Context: an optimization exercise on an open-source flow, tuned for small area. The choices shown serve that exercise and are no tape-out recipe.
Only simulation tests tie the RTL to the original design; equivalence was not proved.
No activity file was given, so power comes from the tool's default toggle rates.

==> design/flow/design.v <==
module synth_ctrl_drv (
    input  wire       wr_ale,
    input  wire       wr_cs,
    input  wire [4:0] addr,
    input  wire [7:0] data,
    output wire [7:0] bus,
    output wire       ale,
    output wire       cs_n
);
    assign bus  = wr_cs ? data : {3'd0, addr[4] & wr_ale, addr[3:0]};
    assign ale  = wr_ale;
    assign cs_n = ~wr_cs;
endmodule
module synth_ctrl_add #(
    parameter N = 4
) (
    input  wire [N-1:0] a,
    input  wire [N-1:0] b,
    input  wire         ci,
    output wire [N-1:0] s,
    output wire         co
);
    wire [N:0] c;
    assign c[0] = ci;
    genvar k;
    generate
        for (k = 0; k < N; k = k + 1) begin : g_bit
            assign s[k]   = a[k] ^ b[k] ^ c[k];
            assign c[k+1] = (a[k] & b[k]) | (c[k] & (a[k] ^ b[k]));
        end
    endgenerate
    assign co = c[N];
endmodule
module synth_ctrl_gtc #(
    parameter N = 10,
    parameter [N-1:0] K = 0
) (
    input  wire [N-1:0] x,
    output wire         gt
);
    wire [N:0] g;            
    assign g[0] = 1'b0;
    genvar k;
    generate
        for (k = 0; k < N; k = k + 1) begin : g_bit
            if (K[k])
                assign g[k+1] = x[k] & g[k];
            else
                assign g[k+1] = x[k] | g[k];
        end
    endgenerate
    assign gt = g[N];
endmodule
module synth_ctrl (
    input  wire        clk,
    input  wire        rst,           
    input  wire        tick,          
    input  wire        us_tick,       
    output wire [3:0]  sel,
    output wire        adc_req,
    input  wire        adc_valid,
    input  wire [9:0]  adc_data,
    output wire [7:0]  bus,
    output wire        ale,
    output wire        cs_n,
    output wire        nv_rd,
    output wire        nv_we,
    output wire        nv_word,
    output wire [7:0]  nv_addr,
    output wire [15:0] nv_wdata,
    input  wire        nv_rvalid,
    input  wire [15:0] nv_rdata,
    output wire [7:0]  led,
    output wire        led_sync,
    output wire        led_valid
);
    localparam [9:0] OFF_MAX     = 10'd613;
    localparam [9:0] OFF_DEFAULT = 10'd306;
    localparam [3:0] WF_TRI   = 4'b0001;
    localparam [3:0] WF_SAW   = 4'b0010;
    localparam [3:0] WF_PULSE = 4'b0100;
    localparam [3:0] WF_NOISE = 4'b1000;
    localparam [1:0] O3_NONE = 2'd0;
    localparam [1:0] O3_SYNC = 2'd1;
    localparam [1:0] O3_RING = 2'd2;
    localparam [2:0] S_LOAD = 3'd0;    
    localparam [2:0] S_IDLE = 3'd1;
    localparam [2:0] S_SET  = 3'd2;    
    localparam [2:0] S_WAIT = 3'd3;    
    localparam [2:0] S_POST = 3'd4;    
    localparam [2:0] S_PRE  = 3'd5;    
    localparam [2:0] S_ALE  = 3'd6;    
    localparam [2:0] S_CS   = 3'd7;    
    reg [2:0]  st;
    reg [3:0]  ch;
    reg [8:0]  cnt;
    reg        pending;
    reg [3:0]  wf;
    reg [1:0]  ft;
    reg [1:0]  md;
    reg        gate_off;
    reg        tm;
    reg [9:0]  off;
    reg [2:0]  sm;
    reg [2:0]  ign;
    reg        cdirty, cresync, fdirty, cvalid, ochg;
    reg        p_lo, p_hi;
    reg [9:0]  r0, r1, r2, r3, r4;
    reg [3:0]  res;
    wire settle_done = &cnt[8:4] & cnt[2];      
    wire hold_done   = cnt[3] & cnt[1];         
    assign sel     = ch;
    assign adc_req = (st == S_SET) && settle_done;
    wire   arrive  = (st == S_WAIT) && adc_valid;
    wire counting = (st == S_SET) ? ~settle_done :
                    (st == S_ALE || st == S_CS) ? ~hold_done : 1'b0;
    wire [8:0] cnt_inc;
    synth_ctrl_add #(9) u_add_c (.a(cnt), .b(9'd0), .ci(us_tick), .s(cnt_inc), .co());
    always @(posedge clk)
        cnt <= counting ? cnt_inc : 9'd0;
    wire sF = sm[0], sW = sm[1], sR = sm[2];
    wire iF = ign[0], iW = ign[1], iR = ign[2];
    wire tog    = sF & ~iF & (sR | iR);                
    wire tm_n   = tm ^ tog;
    wire enter  = tog & ~tm;
    wire save_off = tog & tm;
    wire md_on  = (md != O3_NONE);
    wire mute   = sW & ~iW & sR & ~iR & ~tog;          
    wire filt   = ~tm & sF & ~iF & ~sR & ~iR;          
    wire wstep  = sW & ~iW & ~mute;                    
    wire unmute = wstep & gate_off;
    wire wrot   = wstep & ~gate_off;
    wire gate_n = (gate_off | mute) & ~unmute;
    wire rstep  = ~tm_n & ~gate_n & sR & ~iR & ~tog & ~mute;    
    wire [1:0] md3 = enter ? O3_NONE : md;
    wire wf_none = (wf == 4'd0);
    wire [3:0] wf7 = wf_none ? WF_PULSE : wf;                   
    wire [3:0] wf8 = wrot ? {wf7[2:0], wf7[3]} : wf7;
    wire off_zero = (off == 10'd0);
    wire off_max  = (off == OFF_MAX);
    wire dec = tm_n & sF & ~sR & ~off_zero;
    wire inc = tm_n & sR & (sF ? off_zero : ~off_max);
    wire       pot_on;
    synth_ctrl_gtc #(10, 10'd50) u_gt50 (.x(adc_data), .gt(pot_on));
    wire [3:0] pot_wf = adc_data[9] ? (adc_data[8] ? WF_PULSE : WF_SAW) :
                        adc_data[8] ? WF_TRI : WF_NOISE;
    wire [3:0] wf9 = pot_on ? pot_wf : wf8;
    wire x4_hi, x4_mid, x4_lo;
    synth_ctrl_gtc #(10, 10'd750) u_gt750 (.x(adc_data), .gt(x4_hi));
    synth_ctrl_gtc #(10, 10'd300) u_gt300 (.x(adc_data), .gt(x4_mid));
    synth_ctrl_gtc #(10, 10'd100) u_gt100 (.x(adc_data), .gt(x4_lo));
    wire [1:0] md11 = x4_hi ? O3_RING : x4_mid ? O3_SYNC : x4_lo ? md : O3_NONE;
    wire        use_tab = st[2];
    wire [10:0] fidx;
    wire [12:0] ft5;
    synth_ctrl_add #(10) u_add_i (
        .a  (use_tab ? r4 : {10{dec}}),
        .b  (off),
        .ci (~use_tab & inc),
        .s  (fidx[9:0]),
        .co (fidx[10])
    );
    assign ft5[1:0] = {~fidx[1], fidx[0]};
    synth_ctrl_add #(11) u_add_t (.a(fidx), .b({2'b00, fidx[10:2]}), .ci(fidx[1]), .s(ft5[12:2]), .co());
    wire       ring  = (md == O3_RING);
    wire       sync  = (md == O3_SYNC);
    wire [3:0] wfe   = ring ? WF_TRI : wf;
    wire [2:0] fcode = {ft[1], ~ft[1] & ft[0], ~(ft[1] ^ ft[0])};    
    wire ctrl_sel = (ch == 4'd4);
    wire wreq     = ctrl_sel ? (cresync | cdirty | fdirty) : (p_lo | p_hi);
    reg [4:0] waddr;
    reg [7:0] wdata;
    always @(*) begin
        case (ch)
            4'd3:    begin waddr = 5'h06; wdata = {{4{~gate_off}}, 4'h0}; end
            4'd4:    begin
                if (cresync)     begin waddr = 5'h04; wdata = {wfe, 4'd0}; end
                else if (cdirty) begin waddr = 5'h04; wdata = {wfe, 1'b0, ring, sync, ~gate_off}; end
                else             begin waddr = 5'h18; wdata = {1'b0, fcode, 4'hF}; end
            end
            4'd5:    begin waddr = p_lo ? 5'h00 : 5'h01; wdata = p_lo ? {ft5[4:0], 3'd0} : ft5[12:5]; end
            4'd6:    begin waddr = p_lo ? 5'h07 : 5'h08; wdata = p_lo ? {ft5[4:0], 3'd0} : ft5[12:5]; end
            4'd7:    begin waddr = p_lo ? 5'h0E : 5'h0F; wdata = p_lo ? {ft5[4:0], 3'd0} : ft5[12:5]; end
            4'd8:    begin waddr = p_lo ? 5'h02 : 5'h03; wdata = p_lo ? {r4[5:0], 2'b00} : {4'd0, r4[9:6]}; end
            4'd9:    begin waddr = p_lo ? 5'h15 : 5'h16; wdata = p_lo ? {5'd0, r4[1:0], 1'b0} : r4[9:2]; end
            default: begin waddr = 5'h17; wdata = {res, 4'h7}; end
        endcase
    end
    synth_ctrl_drv u_drv (
        .wr_ale (st == S_ALE),
        .wr_cs  (st == S_CS),
        .addr   (waddr),
        .data   (wdata),
        .bus    (bus),
        .ale    (ale),
        .cs_n   (cs_n)
    );
    wire       gt512 = adc_data[9] & (|adc_data[8:0]);
    wire       x8lo_n;
    synth_ctrl_gtc #(10, 10'd39) u_gt39 (.x(adc_data), .gt(x8lo_n));
    wire [9:0] cval  = (ch == 4'd8 && !x8lo_n) ? 10'd40 : adc_data;
    wire       cneed = ~cvalid | (cval != r0) | (ochg & ~ch[3]);
    wire [3:0] rval  = adc_data[9:6];
    wire       rneed = ~cvalid | (rval != res);
    wire [3:0] ld_nib  = nv_rdata[7:4];
    wire       ld_wfok = (ld_nib == 4'h1) || (ld_nib == 4'h2) || (ld_nib == 4'h4) || (ld_nib == 4'h8);
    wire       ld_ff   = (nv_rdata[7:0] == 8'hFF);
    wire       ld_big;
    synth_ctrl_gtc #(15, 15'd613) u_gt613 (.x(nv_rdata[14:0]), .gt(ld_big));
    wire [9:0] ld_off  = nv_rdata[15] ? 10'd0 : ld_big ? OFF_MAX : nv_rdata[9:0];
    wire post_end = (st == S_POST) && !wreq;
    assign nv_rd    = (st == S_LOAD) && !ch[0];
    assign nv_word  = ch[1] & ~ch[3];
    assign nv_we    = (arrive && ch == 4'd3 && save_off) ||
                      (post_end && ch == 4'd10 && sm != 3'd0);
    assign nv_addr  = {6'd0, nv_word, 1'b0};
    assign nv_wdata = {6'd0, off[9:8], nv_word ? off[7:0] : {wf, ft, md}};
    assign led       = tm ? 8'hFF : {gate_off ? 4'h0 : wfe, ring, fcode};
    assign led_sync  = tm | sync;
    assign led_valid = post_end && ch == 4'd11;
    always @(posedge clk) begin
        if (rst) begin
            st       <= S_LOAD;
            ch       <= 4'd0;
            pending  <= 1'b0;
            gate_off <= 1'b0;
            tm       <= 1'b0;
            ign      <= 3'd0;
            cdirty   <= 1'b1;
            cresync  <= 1'b0;
            fdirty   <= 1'b1;
            cvalid   <= 1'b0;
        end else begin
            if (tick && st != S_IDLE)
                pending <= 1'b1;
            case (st)
            S_LOAD: begin
                case (ch[1:0])
                    2'd0: ch <= 4'd1;
                    2'd1: if (nv_rvalid) begin
                        wf <= ld_wfok ? ld_nib : 4'd0;
                        ft <= ld_ff ? 2'd0 : nv_rdata[3:2];
                        md <= (nv_rdata[1:0] == 2'd3) ? O3_NONE : nv_rdata[1:0];
                        if (ld_ff) begin
                            off <= OFF_DEFAULT;
                            st  <= S_IDLE;
                        end else begin
                            ch  <= 4'd2;
                        end
                    end
                    2'd2: ch <= 4'd3;
                    default: if (nv_rvalid) begin
                        off <= ld_off;
                        st  <= S_IDLE;
                    end
                endcase
            end
            S_IDLE: begin
                ch <= 4'd0;
                if (tick || pending) begin
                    pending <= pending && tick;
                    st      <= S_SET;
                end
            end
            S_SET: begin
                if (settle_done)
                    st <= S_WAIT;
            end
            S_WAIT: begin
                if (adc_valid) begin
                    st   <= S_POST;
                    p_lo <= 1'b0;
                    p_hi <= 1'b0;
                    case (ch)
                    4'd0, 4'd1, 4'd2: sm <= {gt512, sm[2:1]};
                    4'd3: begin
                        ign      <= {iR | tog | mute | rstep, iW | sW, iF | tog | filt};
                        tm       <= tm_n;
                        gate_off <= gate_n;
                        cdirty   <= cdirty | (enter & md_on) | (mute & ~gate_off) | wf_none | wstep | rstep |
                                    (pot_on & (pot_wf != wf8));
                        cresync  <= cresync | unmute | (rstep & (md3 == O3_RING));
                        fdirty   <= fdirty | filt;
                        wf       <= wf9;
                        md       <= rstep ? ((md3 == O3_RING) ? O3_NONE : md3 + 2'd1) : md3;
                        ft       <= ft + {1'b0, filt};
                        p_lo     <= (mute & ~gate_off) | unmute;
                        ochg     <= inc | dec;
                        off      <= fidx[9:0];
                    end
                    4'd4: if (!tm) begin
                        md      <= md11;
                        cdirty  <= cdirty | (md11 != md);
                        cresync <= cresync | ((md11 == O3_NONE) & md_on);
                    end
                    4'd10: begin
                        p_lo   <= rneed;
                        res    <= rval;
                        cvalid <= 1'b1;
                    end
                    default: begin
                        p_lo <= cneed;
                        p_hi <= cneed;
                        r0 <= r1; r1 <= r2; r2 <= r3; r3 <= r4; r4 <= cval;
                    end
                    endcase
                end
            end
            S_POST: begin
                if (wreq) begin
                    st <= S_PRE;
                end else begin
                    ch <= ch + 4'd1;
                    if (ch == 4'd10) begin
                        if (sm == 3'd0)
                            ign <= 3'd0;
                    end else if (ch == 4'd11) begin
                        st <= S_IDLE;
                    end else begin
                        st <= S_SET;
                    end
                end
            end
            S_PRE: st <= S_ALE;
            S_ALE: begin
                if (hold_done)
                    st <= S_CS;
            end
            default: begin    
                if (hold_done) begin
                    st <= S_POST;
                    if (ctrl_sel) begin
                        if (cresync)     cresync <= 1'b0;
                        else if (cdirty) cdirty  <= 1'b0;
                        else             fdirty  <= 1'b0;
                    end else begin
                        if (p_lo) p_lo <= 1'b0;
                        else      p_hi <= 1'b0;
                    end
                end
            end
            endcase
        end
    end
endmodule
==> design/flow/flow/run.sh <==
#!/bin/bash
# Standard layout, with the smallest buffer cell on the ports and power
# recovery (downsizing of gates off the critical paths) after global route.
set -euo pipefail
export BUFFER_PORTS_ARGS="-buffer_cell sky130_fd_sc_hd__buf_1"
export RECOVER_POWER=100
bash standard.sh finish > standard_flow.log 2>&1
==> design/flow/standard.sh <==
#!/bin/bash
# synth_recipe.tcl (not shown) runs the flow's synth.tcl, then flattens the netlist and writes it again
# the make line also repeats each setting of config.mk as NAME=value (left out here)
make -C /OpenROAD-flow-scripts/flow DESIGN_CONFIG=/design/flow/config.mk WORK_HOME=/design/flow/orfs CLKGATE_MAP_FILE= SYNTH_SCRIPT=/design/flow/synth_recipe.tcl "${@:-finish}"
==> design/flow/config.mk <==
export PLATFORM = sky130hd
export DESIGN_NAME = synth_ctrl
export DESIGN_NICKNAME = synth_ctrl
export VERILOG_FILES = /design/flow/design.v
export SDC_FILE = /design/flow/constraint.sdc
export NUM_CORES = 4
export LEC_CHECK = 0
export CAP_MARGIN = 20
export CORE_MARGIN = 2
export CORE_UTILIZATION = 60
export CTS_BUF_LIST = sky130_fd_sc_hd__clkbuf_8
export SLEW_MARGIN = 20
==> design/flow/constraint.sdc <==
create_clock -name core_clock -period 10.0 [get_ports {clk}]
set_input_delay 2.0000 -clock core_clock [delete_from_list [all_inputs] [get_ports {clk}]]
set_output_delay 2.0000 -clock core_clock [all_outputs]
set_load 0.01 [all_outputs]
==> flow_metrics.py, run 1 <==
metrics = {
    "yosys": {
        "synth_area_per_cell_um2": 9.83,
        "yosysTopAreaCellShare_pct": 34.3,
        "synth_area_um2": 6830,
        "synthCells": 695,
        "ys_warn_count": 1,
        "synthArstFlopShare_pct": 0,
        "ys_types": 86,
        "synth-edff-count": 78,
        "ys.flop_type": "edfxtp_1",
        "synth-seq-cells": 104,
        "synthTopCellsByArea": "edfxtp_1 34%, dfxtp_1 7.6%, fa_1 5.6%, ha_1 3.3%, nand2_1 3.3%",
        "yosysSeqAreaShare_pct": 41.9,
        "synth_area_leader_cell": "edfxtp_1",
    },
    "critical_path": {
        "critPathMaxFanout": 9,
        "cp_common_cell": "fa_1",
        "r2r-start": "off[3]$_DFFE_PP_",
        "cp.arrival_ns": 7.67,
        "cp.required_ns": 8.00,
        "critPathCaptureType": "output port",
        "r2r_end": "off[9]$_DFFE_PP_",
        "r2r_cells": 21,
        "crit_type": "register to output port",
        "slowest_delay_ns": 0.52,
        "crit_slowest_cell": "fa_1",
        "worst_setup_path_start_kind": "register",
        "reg2reg_slack_ns": 4.44,
        "critical_path.cell_chain": "clkinv_1 -> ha_1 -> o31ai_4 -> o21a_1 -> fa_1 -> inv_1 -> fa_1 -> fa_1 -> fa_1 -> fa_1 -> fa_1 -> inv_1 -> fa_1 -> inv_1 -> fa_1 -> fa_1 -> fa_1 -> inv_1 -> fa_1 -> a221oi_2 -> a21oi_1 -> a2111oi_0 -> o22ai_1 -> buf_1",
    },
    "finish": {
        "layout_common_cells": "78 x edfxtp_1, 65 x buf_1, 60 x nand2_1",
        "syn_to_final_growth_pct": 5.93,
        "final_common_cell": "edfxtp_1",
        "final_net_count": 810,
        "diodes": 0,
        "n_fill_cell": 952,
        "drive_gt1_share_pct": 6.97,
    },
    "job": {
        "maxCapViolCount": 1,
    },
    "sta": {
        "finClkSkew_ns": 0.00822,
        "fmax_mhz": 103,
        "fin_crit_sh_pct": 96.7,
        "timing.hold.ws_ns": 0.430,
        "fin_setup_tns_ns": 0,
        "final_hold_viol_count": 0,
        "slew_viol_final": 51,
        "tightest_slew_ns": 2.53,
        "min_period_ns": 9.67,
        "slew_headroom_pct": -68.5,
        "setup_violations": 0,
    },
    "detailed_routing": {
        "drt_first_pass_iters": 5,
        "routed_via_density": 6.47,
        "post_drt_wl_per_cell_um": 21.4,
        "routed_wl_mm": 18.9,
        "drt-initial-drc-count": 588,
        "ant_nets": 0,
        "num_vias": 5730,
        "route.detailed.drc": 0,
    },
    "pwr": {
        "power.net_switching_w": 0.000434,
        "clock_power_share_pct": 21.9,
        "p_int_w": 0.000731,
        "switching_share_pct": 37.2,
        "powerDensity_nw_per_um2": 161,
        "peakVddDrop_mv": 0.154,
        "power_frac_seq_pct": 45.0,
        "leakagePower_nw": 2.63,
        "comb_power_share_pct": 33.1,
    },
    "die": {
        "core-area_um2": 11000,
        "fp.dieW_um": 111,
        "dieArea_um2": 12300,
        "die_y_um": 111,
        "fp-row-count": 38,
        "io-pin-count": 84,
        "initial_core_util_pct": 62.2,
    },
    "grt": {
        "grt_max_degree": 51,
        "grt_pass1_wl_mm": 29.5,
        "grt_pass1_vias": 5434,
        "grt_remaining_overflow": 0,
        "antenna_found_initial": 0,
        "grt_usage_pct": 30.9,
    },
    "clock_tree": {
        "cts_sinks": 104,
        "tritoncts": "done",
        "clkLatencyLatePin_ns": 0.40,
        "cts-root-buf": "clkbuf_8",
        "cts_buffers": 9,
        "cts_buffer_depth": 2,
        "clkTransAtPathRegs_ns": 0.10,
        "hold_buffers": 0,
        "cts-htree-levels": 3,
    },
    "hold_path": {
        "hold_start": "r3[5]$_DFFE_PP_",
        "hold_depth": 0,
        "hp-class": "register to register",
        "holdPathEnd": "r2[5]$_DFFE_PP_",
    },
    "placement": {
        "port_buffers": 70,
        "routabilityCongestion": 0.978,
        "dp_hpwl_mm": 14.4,
    },
    "status": {
        "outcome": "failed layout checks",
        "violations": "capacitance limit, slew limit",
    },
}
[how the worst max path moves through the flow]
| stage | start | endpoint |
|---|---|---|
| after floorplan | ign[2]$_SDFFE_PP0P_ | bus[7] |
| after global placement | sm[2]$_DFFE_PP_ | bus[7] |
| after CTS | sm[2]$_DFFE_PP_ | bus[7] |
| after global routing | tm$_SDFFE_PP0P_ | bus[7] |
| final | tm$_SDFFE_PP0P_ | bus[4] |
| after detailed placement | sm[2]$_DFFE_PP_ | bus[7] |
[cell type report]
type / count / area (um2) / area share [%]
Clock buffer: 9 / 124 / 1.71
Clock inverter: 7 / 62.6 / 0.864
Inverter: 50 / 188 / 2.59
Multi-Input combinational cell: 494 / 3500 / 48.3
Sequential cell: 104 / 2860 / 39.5
Tap cell: 140 / 175 / 2.42
Timing Repair Buffer: 82 / 330 / 4.56
[routing by layer]
layer | wire, um | vias to the layer above | GRT usage, %
met3 | 1620 | 51 | 8.09
li1 | - | 2610 | -
met2 | 9000 | 302 | 49.2
met1 | 7690 | 2767 | 40.7
met5 | 0 | - | 0
met4 | 623 | 0 | 11.9
[cells by family (layout without fill, tap and decap cells)]
logic type | after synthesis | in the layout | share of synthesized area (%)
buffers and inverters | 109 | 148 | 7.76
AND/OR/NAND/NOR | 232 | 232 | 17.8
multiplexers | 20 | 20 | 3.26
adder cells (fa/ha/maj) | 37 | 37 | 8.86
XOR/XNOR | 14 | 14 | 1.79
other | 1 | 13 | 0.0549
AO/OA/AOI/OAI | 178 | 178 | 18.5
flip-flops | 104 | 104 | 41.9
[power by group through the flow]
| stage | Clock [W] | Combinational (W) | Sequential (W) |
|---|---|---|---|
| final | 0.000255 | 0.000385 | 0.000524 |
| after global placement | 0 | 0.000377 | 0.000530 |
| after CTS | 0.000263 | 0.000389 | 0.000521 |
| after global routing | 0.000277 | 0.000424 | 0.000526 |
| after detailed placement | 0 | 0.000387 | 0.000531 |
| after floorplan | 0 | 0.000292 | 0.000517 |
[worst max-delay path, delay by kind of cell (launching register included)]
| family | cells | cell delay (ns) |
|---|---|---|
| compound gates | 6 | 1.53 |
| fa+ha+maj | 12 | 4.52 |
| buf+inv | 6 | 0.74 |
| flops | 1 | 0.48 |
[registers in the layout, indices dropped and copies added (netlist names), 9 cells and up]
| register | flops |
|---|---|
| off | 10 |
| r1 | 10 |
| cnt | 9 |
| r0 | 10 |
| r4 | 10 |
| r3 | 10 |
| r2 | 10 |
[synthesized netlist by cell type, drive strengths merged (4+ instances only)]
| library cell | n |
|---|---|
| o211ai | 6 |
| nand2b | 5 |
| nor2b | 11 |
| nand3b | 6 |
| clkbuf | 25 |
| o21a | 7 |
| o21ai | 43 |
| o22ai | 8 |
| a21oi | 31 |
| ha | 18 |
| or2 | 5 |
| dfxtp | 26 |
| and3 | 7 |
| xor2 | 6 |
| a221oi | 6 |
| nor4 | 10 |
| or4 | 4 |
| a211oi | 9 |
| nor3 | 20 |
| nand3 | 12 |
| nand4 | 5 |
| o31ai | 6 |
| mux2i | 12 |
| inv | 49 |
| xnor2 | 8 |
| edfxtp | 78 |
| nand4b | 7 |
| a31oi | 7 |
| and2 | 20 |
| o2111ai | 4 |
| nand2 | 60 |
| a22oi | 8 |
| nor2 | 47 |
| fa | 19 |
| mux2 | 8 |
| buf | 34 |
[repair_timing]
action / CTS / global route
setup buffers: 0 / 6
endpoints found under the setup margin: 2 / 3
pin swaps: 0 / 1
resized for setup: 1 / 2
[metrics by stage]
stage / std cells / utilization (%) / setup slack (ns) / power, W / area (um2)
4_1_cts: 880 / 65.8 / 0.180 / 0.00117 / 7220
6_report: 886 / 65.9 / 0.331 / 0.00116 / 7240
3_3_place_gp: 864 / 64.0 / 0.689 / 0.000907 / 7030
3_5_place_dp: 864 / 64.0 / 0.391 / 0.000918 / 7030
2_1_floorplan: 707 / - / 1.12 / 0.000810 / 6880
5_1_grt: 886 / 65.9 / -0.00850 / 0.00123 / 7240
==> run 2, diff against run 1 <==
==> design/flow/run.sh (new file) <==
#!/bin/bash
# synth_recipe.tcl (not shown) runs the flow's synth.tcl, then flattens the netlist and writes it again
# the make line also repeats each setting of config.mk as NAME=value (left out here)
make -C /OpenROAD-flow-scripts/flow DESIGN_CONFIG=/design/flow/config.mk WORK_HOME=/design/flow/orfs CLKGATE_MAP_FILE= SYNTH_SCRIPT=/design/flow/synth_recipe.tcl finish
removed: design/flow/flow/run.sh
removed: design/flow/standard.sh
==> run 2 against run 1 <==
  * Now clean on timing, DRC and antenna
  * Wire length increased by 1.3%
  * Worst setup slack improved by 0.045 ns
  * Clock skew increased by 0.00090 ns
  * Clock power about the same
  * Synthesized area unchanged
  * Non-clock buffer count unchanged
  * Global-route usage increased by 0.62 points
  * Synthesized cell count unchanged
  * First-iteration DRC count increased by 37%
  * Via count increased by 0.68%
  * Sequential cell count unchanged
  * Critical path depth increased by 2
  * Critical path type unchanged
  * Largest power group unchanged
  * Highest routed layer unchanged
==> flow_metrics.py, run 2 <==
metrics = {
    "yosys": {
        "ys_warn_count": 1,
        "synth_most_common_cell": "edfxtp_1",
        "synth_area_per_cell_um2": 9.83,
        "yosysSeqAreaShare_pct": 41.9,
        "synth_area_leader_cell": "edfxtp_1",
        "synth_area_um2": 6830,
        "synthArstFlopShare_pct": 0,
        "synthTopCellsByArea": "edfxtp_1 34%, dfxtp_1 7.6%, fa_1 5.6%, ha_1 3.3%, nand2_1 3.3%",
        "synth-seq-cells": 104,
        "synthCells": 695,
        "yosysTopAreaCellShare_pct": 34.3,
        "synth_commonest_cells": "78 x edfxtp_1, 60 x nand2_1, 48 x inv_1",
        "synth-edff-count": 78,
        "ys.flop_type": "edfxtp_1",
        "ys_types": 86,
    },
    "sta": {
        "tightest_slew_ns": 1.03,
        "fin_setup_tns_ns": 0,
        "slew_viol_final": 0,
        "final_hold_viol_count": 0,
        "fin_crit_sh_pct": 96.2,
        "fmax_mhz": 104,
        "rsz0062_at_grt": "false",
        "finClkSkew_ns": 0.00911,
        "setup_violations": 0,
        "slew_headroom_pct": 31.1,
        "min_period_ns": 9.62,
    },
    "finish": {
        "final_common_cell": "edfxtp_1",
        "syn_to_final_growth_pct": 13.6,
        "n_fill_cell": 853,
        "diodes": 0,
        "final_net_count": 810,
        "drive_gt1_share_pct": 9.12,
        "layout_common_cells": "78 x edfxtp_1, 68 x clkdlybuf4s50_1, 60 x nand2_1",
    },
    "detailed_routing": {
        "ant_nets": 0,
        "post_drt_wl_per_cell_um": 21.7,
        "route.detailed.drc": 0,
        "num_vias": 5769,
        "routed_wl_mm": 19.2,
        "drt-initial-drc-count": 805,
        "routed_via_density": 6.51,
        "drt_first_pass_iters": 6,
    },
    "critical_path": {
        "critPathCaptureType": "output port",
        "crit_type": "register to output port",
        "cp.required_ns": 8.00,
        "cp.arrival_ns": 7.62,
        "critPathMaxFanout": 3,
        "worst_setup_path_start_kind": "register",
    },
    "pwr": {
        "powerDensity_nw_per_um2": 157,
        "leakagePower_nw": 2.89,
        "peakVddDrop_mv": 0.161,
        "p_total_w": 0.00122,
    },
    "clock_tree": {
        "cts_buffer_depth": 2,
        "cts_sinks": 104,
        "clkTransAtPathRegs_ns": 0.11,
        "cts_buffers": 9,
        "clkLatencyLatePin_ns": 0.40,
        "hold_buffers": 0,
        "cts-root-buf": "clkbuf_8",
        "tritoncts": "done",
        "cts-htree-levels": 3,
    },
    "die": {
        "die_y_um": 111,
        "core-area_um2": 11000,
        "dieArea_um2": 12300,
        "fp.dieW_um": 111,
        "fp-row-count": 38,
        "io-pin-count": 84,
        "initial_core_util_pct": 62.2,
    },
    "placement": {
        "routabilityCongestion": 0.935,
        "port_buffers": 70,
        "dp_hpwl_mm": 14.4,
    },
    "grt": {
        "grt_use_met1_pct": 42.2,
        "busiest_layer": "met2",
        "grt_usage_pct": 31.5,
        "grt_max_degree": 51,
        "grt_remaining_overflow": 0,
        "use_met3_pct": 8.53,
        "grt_pass1_wl_mm": 30.4,
        "grt_pass1_vias": 5594,
        "grtUsageMet2_pct": 50.6,
        "antenna_found_initial": 0,
    },
    "job": {
        "maxCapViolCount": 0,
    },
    "hold_path": {
        "hp-class": "register to register",
    },
    "status": {
        "outcome": "complete, no violations",
    },
}
[run 2: final cells by class]
class,count,area [um2],area share (%)
flip-flops and latches,104,2870,36.9
multi-input cells,494,3550,45.7
repair buffers,82,796,10.3
clock buffers,9,124,1.60
well taps,140,175,2.26
inverters,50,191,2.47
clock inverters,7,60.1,0.774
[run 2: per-stage QoR]
stage	hold WS, ns	setup WS (ns)	util [%]	cells	cell area (um2)
after floorplan	0.400	1.12	-	707	6880
after global routing	0.430	0.0795	70.7	886	7760
final	0.422	0.376	70.7	886	7760
after detailed placement	0.406	0.386	68.0	864	7470
after global placement	0.401	0.641	68.0	864	7470
after CTS	0.423	0.0285	69.8	881	7670
[run 2: cells by family (layout without fill, tap and decap cells)]
family	after synthesis	count (layout)	share of synthesized area [%]
AND/OR/NAND/NOR	232	232	17.8
XOR/XNOR	14	14	1.79
AO/OA/AOI/OAI	178	178	18.5
flip-flops	104	104	41.9
multiplexers	20	20	3.26
buffers and inverters	109	148	7.76
other	1	13	0.0549
adder cells (fa/ha/maj)	37	37	8.86
[run 2: timing repair]
| action | 4_1_cts | 5_1_grt |
|---|---|---|
| endpoints found under the setup margin | 1 | 4 |
| buffers inserted | 1 | 5 |
| resized for setup | 1 | 14 |
[run 2: report_power, final]
part           switching (W)  leakage [nW]  total [W]  internal, W
sequential         0.0000333         0.914   0.000524     0.000490
clock               0.000161        0.0917   0.000256    0.0000954
combinational       0.000249          1.88   0.000443     0.000194
[run 2: per-layer routing]
metal | vias up | share of wire (%)
met5 | - | 0
met3 | 49 | 9.9
met4 | 0 | 2.6
li1 | 2606 | -
met2 | 321 | 47
met1 | 2793 | 40
[run 2: worst paths after layout]
| check | slack [ns] | start | depth (start not counted) | endpoint |
|---|---|---|---|---|
| setup reg to reg | 4.55 | off[3]$_DFFE_PP_ | 21 | off[9]$_DFFE_PP_ |
| hold / removal | 0.42 | r3[0]$_DFFE_PP_ | 0 | r2[0]$_DFFE_PP_ |
| hold reg to reg | 0.42 | r3[0]$_DFFE_PP_ | 0 | r2[0]$_DFFE_PP_ |
| setup / recovery | 0.38 | off[3]$_DFFE_PP_ | 26 | bus[6] |
[run 2: worst max-delay path, stage by stage (launching register included)]
cell	delay [ns]
edfxtp_1	0.44
or4_4	0.59
nor4_4	0.26
nand2b_4	0.20
and2_1	0.15
fa_1	0.17
inv_1	0.05
fa_1	0.38
fa_1	0.41
fa_2	0.47
fa_1	0.46
fa_1	0.37
inv_1	0.07
fa_1	0.15
inv_1	0.05
fa_1	0.38
fa_1	0.41
fa_1	0.37
inv_1	0.08
fa_1	0.16
inv_1	0.05
fa_1	0.37
inv_1	0.07
ha_1	0.23
a22oi_1	0.18
a41oi_1	0.17
clkdlybuf4s50_1	0.52
==> run 3, diff against run 2 <==
--- a/design/flow/design.v
+++ b/design/flow/design.v
@@ -198,7 +198,7 @@
     wire       gt512 = adc_data[9] & (|adc_data[8:0]);
     wire       x8lo_n;
     synth_ctrl_gtc #(10, 10'd39) u_gt39 (.x(adc_data), .gt(x8lo_n));
-    wire [9:0] cval  = (ch == 4'd8 && !x8lo_n) ? 10'd40 : adc_data;
+    wire [9:0] cval  = {adc_data[9:6], (ch == 4'd8 && !x8lo_n) ? 6'd40 : adc_data[5:0]};
     wire       cneed = ~cvalid | (cval != r0) | (ochg & ~ch[3]);
     wire [3:0] rval  = adc_data[9:6];
     wire       rneed = ~cvalid | (rval != res);
@@ -214,7 +214,7 @@
     assign nv_we    = (arrive && ch == 4'd3 && save_off) ||
                       (post_end && ch == 4'd10 && sm != 3'd0);
     assign nv_addr  = {6'd0, nv_word, 1'b0};
-    assign nv_wdata = {6'd0, off[9:8], nv_word ? off[7:0] : {wf, ft, md}};
+    assign nv_wdata = {6'd0, off[9:8], ch[3] ? {wf, ft, md} : off[7:0]};
     assign led       = tm ? 8'hFF : {gate_off ? 4'h0 : wfe, ring, fcode};
     assign led_sync  = tm | sync;
     assign led_valid = post_end && ch == 4'd11;
@@ -230,6 +230,7 @@
             cresync  <= 1'b0;
             fdirty   <= 1'b1;
             cvalid   <= 1'b0;
+            off      <= OFF_DEFAULT;      
         end else begin
             if (tick && st != S_IDLE)
                 pending <= 1'b1;
@@ -241,12 +242,10 @@
                         wf <= ld_wfok ? ld_nib : 4'd0;
                         ft <= ld_ff ? 2'd0 : nv_rdata[3:2];
                         md <= (nv_rdata[1:0] == 2'd3) ? O3_NONE : nv_rdata[1:0];
-                        if (ld_ff) begin
-                            off <= OFF_DEFAULT;
-                            st  <= S_IDLE;
-                        end else begin
-                            ch  <= 4'd2;
-                        end
+                        if (ld_ff)
+                            st <= S_IDLE;
+                        else
+                            ch <= 4'd2;
                     end
                     2'd2: ch <= 4'd3;
                     default: if (nv_rvalid) begin
@@ -278,7 +277,7 @@
                         tm       <= tm_n;
                         gate_off <= gate_n;
                         cdirty   <= cdirty | (enter & md_on) | (mute & ~gate_off) | wf_none | wstep | rstep |
-                                    (pot_on & (pot_wf != wf8));
+                                    (pot_on & ~|(pot_wf & wf8));    
                         cresync  <= cresync | unmute | (rstep & (md3 == O3_RING));
                         fdirty   <= fdirty | filt;
                         wf       <= wf9;
==> design/flow/flow/run.sh (new file) <==
#!/bin/bash
# The standard layout (standard.sh: standard synthesis, floorplan, place,
# CTS, route, finish), with one change: the port buffers that global
# placement inserts on every input and output use the smallest buffer cell.
set -euo pipefail
export BUFFER_PORTS_ARGS="-buffer_cell sky130_fd_sc_hd__buf_1"
bash standard.sh finish > standard_flow.log 2>&1
==> design/flow/standard.sh (new file) <==
#!/bin/bash
# synth_recipe.tcl (not shown) runs the flow's synth.tcl, then flattens the netlist and writes it again
# the make line also repeats each setting of config.mk as NAME=value (left out here)
make -C /OpenROAD-flow-scripts/flow DESIGN_CONFIG=/design/flow/config.mk WORK_HOME=/design/flow/orfs CLKGATE_MAP_FILE= SYNTH_SCRIPT=/design/flow/synth_recipe.tcl "${@:-finish}"
removed: design/flow/run.sh
==> run 3 against run 2 <==
  * Still clean on timing, DRC and antenna
  * Register-to-register slack lost 0.29 ns
  * Die area shrank 2.5%
  * Maximum frequency shrank 0.14%
  * Worst setup slack lost 0.013 ns
  * Clock power shrank 5%
  * Non-clock buffer count shrank 5
  * First-iteration DRC count shrank 6.6%
  * Clock skew grew 0.0018 ns
  * Wire length shrank 0.82%
  * Sequential power shrank 5.2%
  * Synthesized area shrank 2.6%
==> flow_metrics.py, run 3 <==
metrics = {
    "yosys": {
        "yosysSeqAreaShare_pct": 41.5,
        "synth_area_leader_cell": "edfxtp_1",
        "synth_most_common_cell": "edfxtp_1",
        "synth-edff-count": 68,
        "ys_warn_count": 1,
        "ys_types": 82,
        "synthTopCellsByArea": "edfxtp_1 31%, dfxtp_1 11%, fa_1 5.7%, a21oi_1 3.7%, nand2_1 3.6%",
        "yosysTopAreaCellShare_pct": 30.7,
        "synth-seq-cells": 104,
        "synthCells": 704,
        "ys.flop_type": "edfxtp_1",
        "synth_area_per_cell_um2": 9.46,
        "synth_commonest_cells": "68 x edfxtp_1, 64 x nand2_1, 61 x nor2_1",
        "synthArstFlopShare_pct": 0,
        "synth_area_um2": 6660,
    },
    "die": {
        "core-area_um2": 10800,
        "initial_core_util_pct": 61.4,
        "die_y_um": 109,
        "io-pin-count": 84,
        "dieArea_um2": 12000,
        "fp-row-count": 38,
        "fp.dieW_um": 109,
    },
    "critical_path": {
        "crit_slowest_cell": "edfxtp_1",
        "cp-endpoint": "bus[6]",
        "slowest_delay_ns": 0.48,
        "cp.arrival_ns": 7.64,
        "r2r_cells": 23,
        "reg2reg_slack_ns": 4.26,
        "critPathMaxFanout": 10,
        "cp.required_ns": 8.00,
        "crit_type": "register to output port",
        "r2r-start": "off[0]$_SDFFE_PP0P_",
        "crit_path_start": "sm[2]$_DFFE_PP_",
        "critPathCaptureType": "output port",
        "worst_setup_path_start_kind": "register",
        "cp_common_cell": "fa_1",
        "r2r_end": "off[9]$_SDFFE_PP0P_",
    },
    "sta": {
        "finClkSkew_ns": 0.0110,
        "slew_viol_final": 0,
        "min_period_ns": 9.64,
        "fmax_mhz": 104,
        "slew_headroom_pct": 25.2,
        "setup_violations": 0,
        "final_hold_viol_count": 0,
        "fin_crit_sh_pct": 96.4,
        "tightest_slew_ns": 1.11,
        "fin_setup_tns_ns": 0,
    },
    "clock_tree": {
        "hold_buffers": 0,
        "cts_buffer_depth": 2,
        "clkLatencyLatePin_ns": 0.39,
        "cts-htree-levels": 3,
        "tritoncts": "done",
        "cts_buffers": 9,
        "clkTransAtPathRegs_ns": 0.10,
        "cts_sinks": 104,
        "cts-root-buf": "clkbuf_8",
    },
    "grt": {
        "grt_pass1_wl_mm": 28.6,
        "grt_usage_pct": 32.5,
        "grt_remaining_overflow": 0,
        "grt_pass1_vias": 5219,
        "antenna_found_initial": 0,
        "grt_max_degree": 51,
    },
    "placement": {
        "routabilityCongestion": 1.01,
        "dp_hpwl_mm": 14.3,
        "port_buffers": 70,
    },
    "finish": {
        "final_net_count": 822,
        "final_common_cell": "buf_1",
        "diodes": 0,
        "layout_common_cells": "70 x buf_1, 68 x edfxtp_1, 64 x nand2_1",
        "syn_to_final_growth_pct": 7.48,
        "fin_util_pct": 66.0,
        "drive_gt1_share_pct": 7.13,
    },
    "pwr": {
        "leakagePower_nw": 2.66,
        "peakVddDrop_mv": 0.0994,
        "powerDensity_nw_per_um2": 141,
    },
    "detailed_routing": {
        "drt-initial-drc-count": 752,
        "post_drt_wl_per_cell_um": 21.2,
        "route.detailed.drc": 0,
        "ant_nets": 0,
        "drt_first_pass_iters": 5,
        "routed_wl_mm": 19.0,
        "num_vias": 5815,
        "routed_via_density": 6.48,
    },
    "status": {
        "outcome": "complete, no violations",
    },
    "hold_path": {
        "hp-class": "register to register",
    },
    "job": {
        "maxCapViolCount": 0,
    },
}
-- run 3: cell types whose count changed in the layout (fill, tap and decap cells not counted), moves of 7 or more --
cell,previous run,this run
a21oi_1,31,49
clkdlybuf4s50_1,68,0
a31oi_1,7,15
buf_1,0,70
dfxtp_1,24,35
nor2_1,45,59
nand2b_1,4,11
edfxtp_1,78,68
-- run 3: metrics by stage --
stage                     setup WS (ns)  total power [W]  instances  area, um2  hold slack (ns)
after global routing           -0.00815          0.00106        897       7150            0.429
after global placement            0.783         0.000762        879       6920            0.401
after detailed placement          0.538         0.000769        879       6920            0.405
after CTS                         0.118          0.00101        895       7100            0.427
final                             0.363          0.00101        897       7150            0.423
after floorplan                   0.887         0.000692        716       6700            0.400
-- run 3: worst min-delay path by stage --
stage | from | to | slack, ns | cells past startpoint
2_1_floorplan | r1[0]$_DFFE_PP_ | r0[0]$_DFFE_PP_ | 0.40 | 0
3_3_place_gp | r1[3]$_DFFE_PP_ | r0[3]$_DFFE_PP_ | 0.40 | 0
3_5_place_dp | r2[6]$_DFFE_PP_ | r1[6]$_DFFE_PP_ | 0.40 | 0
4_1_cts | r2[6]$_DFFE_PP_ | r1[6]$_DFFE_PP_ | 0.43 | 0
5_1_grt | r1[9]$_DFFE_PP_ | r0[9]$_DFFE_PP_ | 0.43 | 0
6_report | r1[9]$_DFFE_PP_ | r0[9]$_DFFE_PP_ | 0.42 | 0
-- run 3: worst max-delay path, delay by kind of cell (launching register included) --
kind,cells,cell delay [ns]
adder cells (fa/ha/maj),14,4.78
AO/OA/AOI/OAI,5,0.80
buffers and inverters,8,0.74
AND/OR/NAND/NOR,3,0.43
flip-flops,1,0.48
-- run 3: cells by family after synthesis --
logic type | share of synthesized area, %
and+or+nand+nor | 18.6
other | 0.0563
buffers and inverters | 6.69
DFF | 41.5
adders and majority gates | 9.29
xor gates and xnor gates | 1.97
muxes | 2.74
AOI/OAI and AO/OA | 19.1
-- run 3: repair_timing --
| action | CTS | global route |
|---|---|---|
| buffers inserted | 0 | 2 |
| endpoints found under the setup margin | 0 | 2 |
| gates resized for setup | 0 | 8 |
-- run 3: final cells by class --
class	instances	area [um2]
multi-input cells	514	3540
clock inverters	6	45.0
inverters	46	176
well taps	140	175
fillers	914	3690
flip-flops and latches	104	2760
clock buffers	10	138
repair buffers	77	315
-- run 3: report_power, final --
| part | leakage [nW] | total [W] | internal [W] | switching (W) |
|---|---|---|---|---|
| Sequential | 0.901 | 0.000497 | 0.000469 | 0.0000281 |
| Clock | 0.101 | 0.000244 | 0.0000991 | 0.000145 |
| Combinational | 1.65 | 0.000270 | 0.000100 | 0.000170 |
-- run 3: routing by layer --
layer | vias to the layer above | GRT usage, % | share of wire (%)
met4 | 0 | 10.1 | 2.6
met3 | 43 | 3.91 | 9.8
li1 | 2636 | - | -
met1 | 2798 | 46.3 | 41
met2 | 338 | 51.9 | 46
met5 | - | 1.79 | 0
==> run 4, diff against run 3 <==
--- a/design/flow/design.v
+++ b/design/flow/design.v
@@ -236,23 +236,19 @@
                 pending <= 1'b1;
             case (st)
             S_LOAD: begin
-                case (ch[1:0])
-                    2'd0: ch <= 4'd1;
-                    2'd1: if (nv_rvalid) begin
+                if (!ch[0] || (nv_rvalid && !ch[1] && !ld_ff))
+                    ch <= ch + 4'd1;
+                if (ch[0] && nv_rvalid) begin
+                    if (!ch[1]) begin
                         wf <= ld_wfok ? ld_nib : 4'd0;
                         ft <= ld_ff ? 2'd0 : nv_rdata[3:2];
                         md <= (nv_rdata[1:0] == 2'd3) ? O3_NONE : nv_rdata[1:0];
-                        if (ld_ff)
-                            st <= S_IDLE;
-                        else
-                            ch <= 4'd2;
-                    end
-                    2'd2: ch <= 4'd3;
-                    default: if (nv_rvalid) begin
+                    end else begin
                         off <= ld_off;
-                        st  <= S_IDLE;
                     end
-                endcase
+                    if (ch[1] || ld_ff)
+                        st <= S_IDLE;
+                end
             end
             S_IDLE: begin
                 ch <= 4'd0;
==> design/flow/flow/run.sh (replaced) <==
#!/bin/bash
# The standard layout (standard.sh: standard synthesis, floorplan, place,
# CTS, route, finish) with two changes:
#  - the port buffers that global placement inserts on every input and
#    output use the smallest buffer cell;
#  - the constant outputs share the one tie cell that synthesis made,
#    instead of a tie cell each.
set -euo pipefail
export BUFFER_PORTS_ARGS="-buffer_cell sky130_fd_sc_hd__buf_1"
export SKIP_REPAIR_TIE_FANOUT=1
bash standard.sh finish > standard_flow.log 2>&1
==> run 4 against run 3 <==
  * Maximum frequency hardly changed
  * Largest power group unchanged
  * Clock-buffer cell count is 1 lower
  * Highest routed layer unchanged
  * Register-to-register slack better by 0.13 ns
  * Sequential share of layout area is 0.21 points higher
  * Worst hold slack better by 0.0035 ns
  * Sequential power is 3% lower
  * Synthesized cell count is 0.43% higher
  * Global-route usage is 0.60 points lower
==> flow_metrics.py, run 4 <==
metrics = {
    "die": {
        "fp-row-count": 38,
        "dieArea_um2": 12100,
        "io-pin-count": 84,
        "fp.dieW_um": 110,
        "initial_core_util_pct": 61.9,
        "die_y_um": 110,
        "core-area_um2": 10900,
    },
    "yosys": {
        "synth_area_leader_cell": "edfxtp_1",
        "synth_area_per_cell_um2": 9.53,
        "synth_most_common_cell": "edfxtp_1",
        "synthArstFlopShare_pct": 0,
        "synth_commonest_cells": "68 x edfxtp_1, 64 x nand2_1, 55 x nor2_1",
        "synth-seq-cells": 104,
        "ys.flop_type": "edfxtp_1",
        "synthTopCellsByArea": "edfxtp_1 30%, dfxtp_1 11%, fa_1 5.6%, nand2_1 3.6%, o21ai_0 3.3%",
        "synth_area_um2": 6740,
        "ys_types": 81,
        "ys_warn_count": 1,
        "yosysTopAreaCellShare_pct": 30.3,
        "yosysSeqAreaShare_pct": 41.0,
        "synthCells": 707,
        "synth-edff-count": 68,
    },
    "sta": {
        "min_period_ns": 9.64,
        "final_hold_viol_count": 0,
        "finClkSkew_ns": 0.0102,
        "tightest_slew_ns": 1.01,
        "slew_viol_final": 0,
        "fmax_mhz": 104,
        "timing.hold.ws_ns": 0.427,
        "setup_violations": 0,
        "slew_headroom_pct": 32.8,
        "fin_setup_tns_ns": 0,
        "fin_crit_sh_pct": 96.4,
    },
    "detailed_routing": {
        "routed_wl_mm": 18.6,
        "post_drt_wl_per_cell_um": 21.1,
        "drt_first_pass_iters": 6,
        "routed_via_density": 6.41,
        "ant_nets": 0,
        "route.detailed.drc": 0,
        "num_vias": 5666,
        "drt-initial-drc-count": 779,
    },
    "critical_path": {
        "reg2reg_slack_ns": 4.39,
        "cp.arrival_ns": 7.64,
        "crit_path_start": "sm[0]$_DFFE_PP_",
        "crit_type": "register to output port",
        "slowest_delay_ns": 0.50,
        "critPathMaxFanout": 10,
        "critPathCaptureType": "output port",
        "cp.required_ns": 8.00,
        "crit_slowest_cell": "edfxtp_1",
        "r2r-start": "sm[0]$_DFFE_PP_",
        "cp_common_cell": "fa_1",
        "worst_setup_path_start_kind": "register",
    },
    "finish": {
        "diodes": 0,
        "final_net_count": 807,
        "drive_gt1_share_pct": 7.80,
        "final_common_cell": "buf_1",
        "regArea_um2": 2760,
        "n_fill_cell": 924,
        "design_area_um2": 7110,
        "syn_to_final_growth_pct": 5.51,
        "fin_util_pct": 65.3,
        "layout_common_cells": "70 x buf_1, 68 x edfxtp_1, 64 x nand2_1",
        "multi_input_area_um2": 3500,
    },
    "grt": {
        "grt_remaining_overflow": 0,
        "grt_usage_pct": 31.9,
        "antenna_found_initial": 0,
        "grt_pass1_wl_mm": 28.5,
        "grt_pass1_vias": 5127,
        "grt_max_degree": 51,
    },
    "job": {
        "maxCapViolCount": 0,
    },
    "clock_tree": {
        "clkLatencyLatePin_ns": 0.40,
        "cts-root-buf": "clkbuf_8",
        "cts-htree-levels": 3,
        "cts_buffers": 9,
        "clkTransAtPathRegs_ns": 0.11,
        "cts_buffer_depth": 2,
        "cts_sinks": 104,
        "tritoncts": "done",
    },
    "status": {
        "outcome": "complete, no violations",
    },
    "hold_path": {
        "hold_start": "r1[3]$_DFFE_PP_",
        "hp-class": "register to register",
    },
    "pwr": {
        "powerDensity_nw_per_um2": 132,
        "peakVddDrop_mv": 0.130,
        "p_total_w": 0.000937,
        "leakagePower_nw": 2.55,
    },
    "placement": {
        "dp_hpwl_mm": 14.1,
        "routabilityCongestion": 0.957,
        "place_area_um2": 6900,
        "port_buffers": 70,
    },
}
-- run 4: timing repair --
action,4_1_cts,5_1_grt
hold buffers,0,0
buffers inserted,0,2
resized for setup,0,2
setup endpoints to repair,0,1
-- run 4: worst paths after layout --
check	endpoint	cells after the start
min	r0[3]$_DFFE_PP_	0
min reg2reg	r0[3]$_DFFE_PP_	0
max	bus[6]	30
max reg2reg	off[9]$_SDFFE_PP0P_	26
-- run 4: final cells by class --
class | count | share of cell area (%)
multi-input cells | 501 | 49.2
flip-flops and latches | 104 | 38.8
repair buffers | 76 | 4.33
inverters | 47 | 2.48
well taps | 140 | 2.46
clock buffers | 9 | 1.74
clock inverters | 7 | 0.932
-- run 4: worst max-delay path: cells and delay by family (launching register included) --
kind	cells	cell delay, ns
DFF	1	0.50
adders and majority gates	14	4.55
AOI/OAI and AO/OA	5	1.10
and+or+nand+nor	3	0.37
buffers and inverters	8	0.72
-- run 4: cell families (layout without fill, tap and decap cells) --
logic type               after synthesis  after routing  share of synthesized area (%)
multiplexers                          15             15                           2.39
AND/OR/NAND/NOR                      246            246                           19.2
flip-flops                           104            104                           41.0
adder cells (fa/ha/maj)               36             36                           8.80
other                                  1              1                         0.0556
buffers and inverters                102            139                           7.24
AO/OA/AOI/OAI                        185            185                           19.0
XOR/XNOR                              18             18                           2.34
-- run 4: through the flow --
step	cells	setup slack, ns
after global placement	866	0.953
after floorplan	707	1.32
after CTS	882	0.329
after global routing	884	-0.0322
final	884	0.358
after detailed placement	866	0.802
-- run 4: power breakdown --
group	internal, W	total, W	leakage, nW	switching [W]
clock network	0.0000958	0.000258	0.0911	0.000162
logic	0.0000733	0.000197	1.55	0.000123
registers	0.000463	0.000482	0.906	0.0000191
-- run 4: metal layers --
metal	share of wire, %	track usage (%)
met4	2.4	9.86
met2	45	47.0
met3	10	9.17
met1	43	45.5
met5	0	0
==> run 5, diff against run 4 <==
==> design/flow/flow/run.sh (replaced) <==
#!/bin/bash
# The standard layout (standard.sh: standard synthesis, floorplan, place,
# CTS, route, finish) with these changes:
#  - at the end of floorplan, gates that synthesis upsized are set back to
#    drive strength 1 (flow/post_floorplan.tcl); the resizer's usual repair
#    steps then upsize only what slew, capacitance or timing needs;
#  - the port buffers that global placement inserts on every input and
#    output use the smallest buffer cell;
#  - the constant outputs share the one tie cell that synthesis made,
#    instead of a tie cell each.
set -euo pipefail
here=$(pwd)
export POST_FLOORPLAN_TCL="$here/flow/post_floorplan.tcl"
export BUFFER_PORTS_ARGS="-buffer_cell sky130_fd_sc_hd__buf_1"
export SKIP_REPAIR_TIE_FANOUT=1
bash standard.sh finish > standard_flow.log 2>&1
==> design/flow/flow/post_floorplan.tcl (new file) <==
# Start placement from minimum-size gates: every combinational cell that
# synthesis gave a drive strength above 1 is set back to its _1 variant
# (when the library has one). The resizer's repair steps later upsize
# whatever slew, capacitance or timing needs.
set n 0
foreach inst [get_cells *] {
  set master [get_property $inst ref_name]
  if { [regexp {^(sky130_fd_sc_hd__[a-z0-9]+)_([0-9]+)$} $master -> base drive] } {
    if { $drive > 1 && ![string match "*df*" $base] && ![string match "*clk*" $base] && ![string match "*conb*" $base] } {
      set small [get_lib_cells -quiet "*/${base}_1"]
      if { $small ne "" } {
        replace_cell $inst [get_name [lindex $small 0]]
        incr n
      }
    }
  }
}
puts "post-floorplan: $n gates set to drive strength 1"
report_design_area
==> run 5 against run 4 <==
  * Still clean
  * Critical path type unchanged
  * Utilization decreased by 0.83 points
  * Worst setup slack gained 0.074 ns
  * Sequential cell count did not move
  * Maximum frequency up 0.77%
  * Largest cell class unchanged
  * Largest power group unchanged
  * Clock-buffer cell count unchanged
  * Clock power is 3% lower
==> flow_metrics.py, run 5 <==
metrics = {
    "grt": {
        "grt_pass1_wl_mm": 28.8,
        "grt_pass1_vias": 5388,
        "grt_usage_pct": 32.3,
        "grt_remaining_overflow": 0,
        "antenna_found_initial": 0,
        "grt_max_degree": 51,
    },
    "placement": {
        "dp.cells": 867,
        "dp_hpwl_mm": 14.2,
        "port_buffers": 70,
        "routabilityCongestion": 1.00,
    },
    "finish": {
        "diodes": 0,
        "n_fill_cell": 921,
        "multi_input_area_um2": 3400,
        "layout_common_cells": "70 x buf_1, 68 x edfxtp_1, 64 x nand2_1",
        "syn_to_final_growth_pct": 4.18,
        "final_net_count": 809,
        "final_common_cell": "buf_1",
        "regArea_um2": 2760,
        "drive_gt1_share_pct": 4.02,
        "final_cells": 886,
    },
    "detailed_routing": {
        "routed_wl_mm": 18.8,
        "drt_first_pass_iters": 8,
        "route.detailed.drc": 0,
        "drt-initial-drc-count": 677,
        "routed_via_density": 6.49,
        "num_vias": 5751,
        "ant_nets": 0,
        "post_drt_wl_per_cell_um": 21.2,
    },
    "sta": {
        "slew_headroom_pct": 30.1,
        "fmax_mhz": 105,
        "finClkSkew_ns": 0.00714,
        "setup_violations": 0,
        "final_hold_viol_count": 0,
        "tightest_slew_ns": 1.04,
        "fin_setup_tns_ns": 0,
        "min_period_ns": 9.57,
        "rsz0062_at_grt": "false",
        "fin_crit_sh_pct": 95.7,
        "slew_viol_final": 0,
    },
    "critical_path": {
        "cp-endpoint": "bus[6]",
        "cp.arrival_ns": 7.57,
        "cp_common_cell": "fa_1",
        "critPathCaptureType": "output port",
        "crit_path_start": "sm[0]$_DFFE_PP_",
        "worst_setup_path_start_kind": "register",
        "critPathMaxFanout": 10,
        "reg2reg_slack_ns": 4.59,
        "cp.required_ns": 8.00,
        "r2r-start": "sm[0]$_DFFE_PP_",
        "crit_type": "register to output port",
        "slowest_delay_ns": 0.49,
        "r2r_end": "off[9]$_SDFFE_PP0P_",
        "r2r_cells": 26,
        "crit_slowest_cell": "fa_1",
    },
    "clock_tree": {
        "cts_buffers": 9,
        "cts_sinks": 104,
        "clkLatencyLatePin_ns": 0.39,
        "cts-root-buf": "clkbuf_8",
        "tritoncts": "done",
        "cts-htree-levels": 3,
        "clkTransAtPathRegs_ns": 0.10,
        "cts_buffer_depth": 2,
    },
    "yosys": {
        "yosysSeqAreaShare_pct": 41.0,
        "synth_commonest_cells": "68 x edfxtp_1, 64 x nand2_1, 55 x nor2_1",
        "synth_area_um2": 6740,
        "synthArstFlopShare_pct": 0,
        "synthCells": 707,
        "yosysTopAreaCellShare_pct": 30.3,
        "ys_warn_count": 1,
        "synth-edff-count": 68,
        "ys_types": 81,
        "ys.flop_type": "edfxtp_1",
        "synth-seq-cells": 104,
        "synthTopCellsByArea": "edfxtp_1 30%, dfxtp_1 11%, fa_1 5.6%, nand2_1 3.6%, o21ai_0 3.3%",
        "synth_area_per_cell_um2": 9.53,
        "synth_area_leader_cell": "edfxtp_1",
        "synth_most_common_cell": "edfxtp_1",
    },
    "hold_path": {
        "hold_depth": 0,
        "hp-class": "register to register",
        "hold_start": "r1[2]$_DFFE_PP_",
    },
    "status": {
        "outcome": "complete, no violations",
    },
    "die": {
        "dieArea_um2": 12100,
        "io-pin-count": 84,
        "fp.dieW_um": 110,
        "die_y_um": 110,
        "initial_core_util_pct": 61.9,
        "fp-row-count": 38,
        "core-area_um2": 10900,
    },
    "job": {
        "maxCapViolCount": 0,
    },
    "pwr": {
        "leakagePower_nw": 2.54,
        "p_total_w": 0.000927,
        "peakVddDrop_mv": 0.120,
        "powerDensity_nw_per_um2": 132,
    },
}
## run 5: cell types whose count changed in the layout (fill, tap and decap cells not counted), sizes merged
cell      previous run  this run
inv                 49        47
clkinvlp             2         3
clkinv               3         4
buf                 76        78
## run 5: critical path: cells and delay by family (launching register included)
family | cells | cell delay (ns)
buffers and inverters | 8 | 0.70
adder cells (fa/ha/maj) | 14 | 4.51
AO/OA/AOI/OAI | 5 | 1.10
AND/OR/NAND/NOR | 3 | 0.42
flip-flops | 1 | 0.43
## run 5: what timing repair did
item,CTS,global route
hold endpoints to repair,0,0
endpoints found under the setup margin,0,1
setup buffers,0,3
resized for setup,0,6
hold buffers,0,0
## run 5: cell type report
type	instances	area share, %
Multi-Input combinational cell	501	48.4
Tap cell	140	2.49
Inverter	47	2.57
Timing Repair Buffer	78	4.60
Sequential cell	104	39.4
Clock buffer	9	1.76
Clock inverter	7	0.784
## run 5: metrics by stage
step | hold WS, ns | setup WS [ns] | utilization, % | instance area (um2)
after global routing | 0.429 | 0.00985 | 64.5 | 7020
after global placement | 0.400 | 0.968 | 62.5 | 6800
after CTS | 0.427 | 0.304 | 64.1 | 6980
after detailed placement | 0.405 | 0.765 | 62.5 | 6800
after floorplan | 0.400 | 1.32 | - | 6740
final | 0.426 | 0.432 | 64.5 | 7020
## run 5: worst min-delay path by stage
stage | slack [ns] | to
2_1_floorplan | 0.40 | r0[0]$_DFFE_PP_
3_3_place_gp | 0.40 | r1[0]$_DFFE_PP_
3_5_place_dp | 0.40 | r0[2]$_DFFE_PP_
4_1_cts | 0.43 | r0[2]$_DFFE_PP_
5_1_grt | 0.43 | r0[5]$_DFFE_PP_
6_report | 0.43 | r0[2]$_DFFE_PP_
## run 5: cells by family (layout without fill, tap and decap cells)
kind of cell    Yosys count  in the layout  synth area share [%]
other cells               1              1                0.0556
fa+ha+maj                36             36                  8.80
mux                      15             15                  2.39
buf+inv                 102            141                  7.24
simple gates            246            246                  19.2
xor+xnor                 18             18                  2.34
compound gates          185            185                  19.0
flops                   104            104                  41.0
## run 5: where the power goes
part           switching [W]  total [W]  internal [W]
Clock               0.000156   0.000249     0.0000930
Sequential         0.0000188   0.000482      0.000463
Combinational       0.000124   0.000196     0.0000720
## run 5: layer usage
layer  global-route usage (%)  wire length [um]  vias to the layer above
met1                     46.6              8230                     2748
li1                         -                 -                     2635
met5                        0                 0                        -
met4                     15.1               638                        0
met2                     46.7              8210                      322
met3                     6.58              1680                       46

separate check: timing with driven ports:
The flow's constraints put no driver on any port. The routed layouts listed below were extracted and timed again, unchanged, in two steps.
Step 1: set_driving_cell puts a clkbuf_16 on clk and a buf_2 on each other input, an assumption about the parent block.
Step 2, shift: input delay + t, output delay - t, t = (earliest + latest rising clock arrival at the registers) / 2. This alone moves slack from input paths to output paths.
Three values: ideal, step 1, step 2; two values: the first two.
run | t, ns | setup WS [ns] | cell pins on the clock port's net
run 1 | 0.431 | 0.331 / 0.293 / 0.724 | 1
run 2 | 0.430 | 0.376 / 0.339 / 0.769 | 1
run 3 | 0.419 | 0.363 / 0.327 / 0.746 | 1
run 4 | 0.425 | 0.358 / 0.324 / 0.749 | 1
run 5 | 0.427 | 0.432 / 0.395 / 0.823 | 1
